Context: an optimization exercise on an open-source flow, tuned for small area. The choices shown serve that exercise and are no tape-out recipe.
Function was checked by simulation only, so behaviour that the tests miss may differ from the original.
Power is estimated from default activity; no workload was simulated.

Design mc_spe, start of the top module:
module mc_spe (
    input  wire        clk,
    input  wire        rst,
    input  wire        tick,
    input  wire [1:0]  cfg_label,
    input  wire        cfg_in4,
    input  wire        cfg_out4,
    input  wire        rx_valid,
    input  wire [7:0]  rx_data,
    output wire        tx_valid,
    output wire [7:0]  tx_data,
    input  wire        tx_fail,
    output wire        drain_req,
    input  wire        drain_done,
    input  wire        drain_ok,
    output wire        rts,
    output wire        dtr,
    output wire        dsr,
    output wire        st_valid,
    output wire [31:0] st_mem,
    output wire [31:0] st_route,
    output wire [3:0]  st_in,
    output wire [3:0]  st_out,
    output wire        st_power,
    input  wire        req_valid,
    input  wire [2:0]  req_len,
    input  wire [31:0] req_chars,
    output wire        req_accept,
    output wire        log_valid,
    output wire [2:0]  log_code,
    output wire        err_write,
    output wire        err_drain,
    output wire        err_qfull,
    output wire        cfg_fault
);
Size in the first run: ~260 flip-flops, roughly 150 I/O pins.
Settings: LEC_CHECK=0, CAP_MARGIN=20, CORE_MARGIN=2, CORE_UTILIZATION=60, CTS_BUF_LIST=sky130_fd_sc_hd__clkbuf_8, CTS_CLUSTER_DIAMETER=60, CTS_CLUSTER_SIZE=16, PLACE_DENSITY=0.7, SLEW_MARGIN=20; clock period 10.0 ns.
standard.sh (not shown) runs the stock make flow with config.mk's settings and CLKGATE_MAP_FILE= SYNTH_SCRIPT=/design/flow/synth_recipe.tcl, a recipe that flattens the netlist after the stock synthesis.
==> flow/flow/run.sh <==
#!/bin/bash
# The standard layout (standard synthesis unchanged), with the port buffers
# made from the smallest buffer cell instead of the one the resizer picks.
set -euo pipefail
bash standard.sh \
  "BUFFER_PORTS_ARGS=-buffer_cell sky130_fd_sc_hd__buf_1" \
  finish > standard_flow.log 2>&1
Change:
--- a/flow/design.v
+++ b/flow/design.v
@@ -65,55 +65,55 @@
     wire       rx_hi0 = (rx_data[7:4] == 4'd0);
     wire [7:0] rx_pn  = (rx_hi0 && rx_data[3:0] == 4'd8) ? 8'd4 :
                         (rx_hi0 && rx_data[3:0] == 4'd4) ? 8'd3 : rx_data;
     wire [7:0] rx_pnm = out4_q ? rx_pn : 8'd0;
     reg [7:0] sh_mem0, sh_mem1, sh_mem2, sh_mem3;
     reg [7:0] sh_rte0, sh_rte1, sh_rte2, sh_rte3;
     reg [7:0] sh_flags;
     reg       sh_power;
     always @(posedge clk) begin
         if (rx_wr) begin
             case (rx_cnt)
-                4'd0: sh_mem0  <= rx_pn;
-                4'd1: sh_mem1  <= rx_pn;
-                4'd2: sh_mem2  <= rx_pnm;
-                4'd3: sh_mem3  <= rx_pnm;
-                4'd4: sh_rte0  <= rx_pn;
-                4'd5: sh_rte1  <= rx_pn;
-                4'd6: sh_rte2  <= rx_pnm;
-                4'd7: sh_rte3  <= rx_pnm;
-                4'd8: sh_flags <= {rx_data[7:4], out4_q ? rx_data[3:0] : 4'd0};
-                4'd9: sh_power <= (rx_data != 8'd0);
+                4'd0: sh_mem0  <= ~rx_pn;
+                4'd1: sh_mem1  <= ~rx_pn;
+                4'd2: sh_mem2  <= ~rx_pnm;
+                4'd3: sh_mem3  <= ~rx_pnm;
+                4'd4: sh_rte0  <= ~rx_pn;
+                4'd5: sh_rte1  <= ~rx_pn;
+                4'd6: sh_rte2  <= ~rx_pnm;
+                4'd7: sh_rte3  <= ~rx_pnm;
+                4'd8: sh_flags <= ~{rx_data[7:4], out4_q ? rx_data[3:0] : 4'd0};
+                4'd9: sh_power <= (rx_data == 8'd0);
                 default: ;
             endcase
         end
     end
     reg        st_valid_q;
     reg [31:0] st_mem_q, st_route_q;
     reg [3:0]  st_in_q, st_out_q;
     reg        st_power_q;
     always @(posedge clk) begin
         if (rst) begin
             st_valid_q <= 1'b0;
             st_mem_q   <= 32'd0;
             st_route_q <= 32'd0;
             st_in_q    <= 4'd0;
             st_out_q   <= 4'd0;
             st_power_q <= 1'b0;
         end else if (install) begin
             st_valid_q <= 1'b1;
-            st_mem_q   <= {sh_mem3, sh_mem2, sh_mem1, sh_mem0};
-            st_route_q <= {sh_rte3, sh_rte2, sh_rte1, sh_rte0};
-            st_in_q    <= {sh_flags[4], sh_flags[5], sh_flags[6], sh_flags[7]};
-            st_out_q   <= {sh_flags[0], sh_flags[1], sh_flags[2], sh_flags[3]};
-            st_power_q <= sh_power;
+            st_mem_q   <= ~{sh_mem3, sh_mem2, sh_mem1, sh_mem0};
+            st_route_q <= ~{sh_rte3, sh_rte2, sh_rte1, sh_rte0};
+            st_in_q    <= ~{sh_flags[4], sh_flags[5], sh_flags[6], sh_flags[7]};
+            st_out_q   <= ~{sh_flags[0], sh_flags[1], sh_flags[2], sh_flags[3]};
+            st_power_q <= !sh_power;
         end
     end
     assign st_valid = st_valid_q;
     assign st_mem   = st_mem_q;
     assign st_route = st_route_q;
     assign st_in    = st_in_q;
     assign st_out   = st_out_q;
     assign st_power = st_power_q;
     reg  [15:0] q_ent [0:3];
     reg  [1:0]  q_head;
     reg  [2:0]  q_count;
@@ -134,31 +134,31 @@
         for (j = 0; j < 4; j = j + 1) begin : g_enc
             wire [7:0] c = req_chars[8*j +: 8];
             wire dig = in_len[j] && (c[7:4] == 4'h3) && (c[3:0] != 4'd0) &&
                        !(c[3] && (c[2] || c[1]));
             assign new_ent[4*j +: 4] = dig ? c[3:0] : 4'd0;
             assign new_nz[j] = dig;
         end
     endgenerate
     wire [1:0] q_tail = q_head + q_count[1:0];
     always @(posedge clk) begin
         if (push)
-            q_ent[q_tail] <= new_ent;
+            q_ent[q_tail] <= ~new_ent;
     end
     wire [3:0] s_nz [0:3];
     wire [3:0] s_has;
     genvar s;
     generate
         for (s = 0; s < 4; s = s + 1) begin : g_slot
             for (j = 0; j < 4; j = j + 1) begin : g_nz
-                assign s_nz[s][j] = (q_ent[s][4*j +: 4] != 4'd0);
+                assign s_nz[s][j] = (q_ent[s][4*j +: 4] != 4'hF);
             end
             assign s_has[s] = (s_nz[s] != 4'd0);
         end
     endgenerate
     wire new_has = (new_nz != 4'd0);
     wire [3:0] v_has;
     genvar k;
     generate
         for (k = 0; k < 4; k = k + 1) begin : g_view
             wire [1:0] slot = q_head + k;
             assign v_has[k] = (k < q_count) ? s_has[slot] :
@@ -217,23 +217,23 @@
             pre <= 6'd0;
             ph  <= 4'd0;
         end else if (seq_tick && busy && !waiting) begin
             if (pre_end) begin
                 pre <= 6'd0;
                 ph  <= ph + 4'd1;
             end else begin
                 pre <= pre + 6'd1;
             end
         end
         if (load) begin
-            cur <= q_ent[q_prev];
+            cur <= ~q_ent[q_prev];
             idx <= 2'd0;
         end else if (shift) begin
             cur <= {4'd0, cur[15:4]};
             idx <= idx + 2'd1;
         end
         dd_q <= !drain_req && (drain_done || dd_q);
         if (drain_done)
             dok_q <= drain_ok;
     end
     wire write_err = tx_valid && tx_fail;
     wire drain_err = step_end && !drain_good;
Result: Global-route usage hardly moves; wire length climbs by about 0.37%; non-clock buffer count is unchanged; worst setup slack gains 150 ps; final cell count went down by 4.2%; utilization drops by 0.27 points; total power is about the same; design area drops by about 1.1%; sequential share of layout area came out higher by 0.64 points; maximum frequency rises by 2.6%; first-iteration DRC count is higher by about 24%; worst hold slack got worse by 30 ps; critical path depth stays the same; area after synthesis drops by 1.3%.

[what the ideal ports hide]
In the flow no input, the clock included, has a driving cell. The finished layouts below were timed again as built, in two steps.
Step 1 sets driving cells, clkbuf_16 on the clock port and buf_2 on the other inputs (assumed; they add their load-dependent delay and slew).
Step 2 adds t to the input delays and takes it off the output delays; t is the mean of the earliest and latest rising clock arrival at the registers after step 1. Input paths then give back, and output paths get back, about the clock's delay inside the block.
Slacks: no drivers / after step 1 / after step 2; pairs: no drivers / after step 1.
run | t (ns) | setup slack, ns | worst slew at a driven data input, ns
the first run | 0.566 | 4.038 / 4.018 / 4.018 | 0.06
the second run | 0.568 | 4.190 / 4.172 / 4.172 | 0.06
After both steps setup and hold are still met in every run listed. For the first run, which loses most, drivers alone change the setup slack by -0.020 ns; drivers and shift together by -0.020 ns.
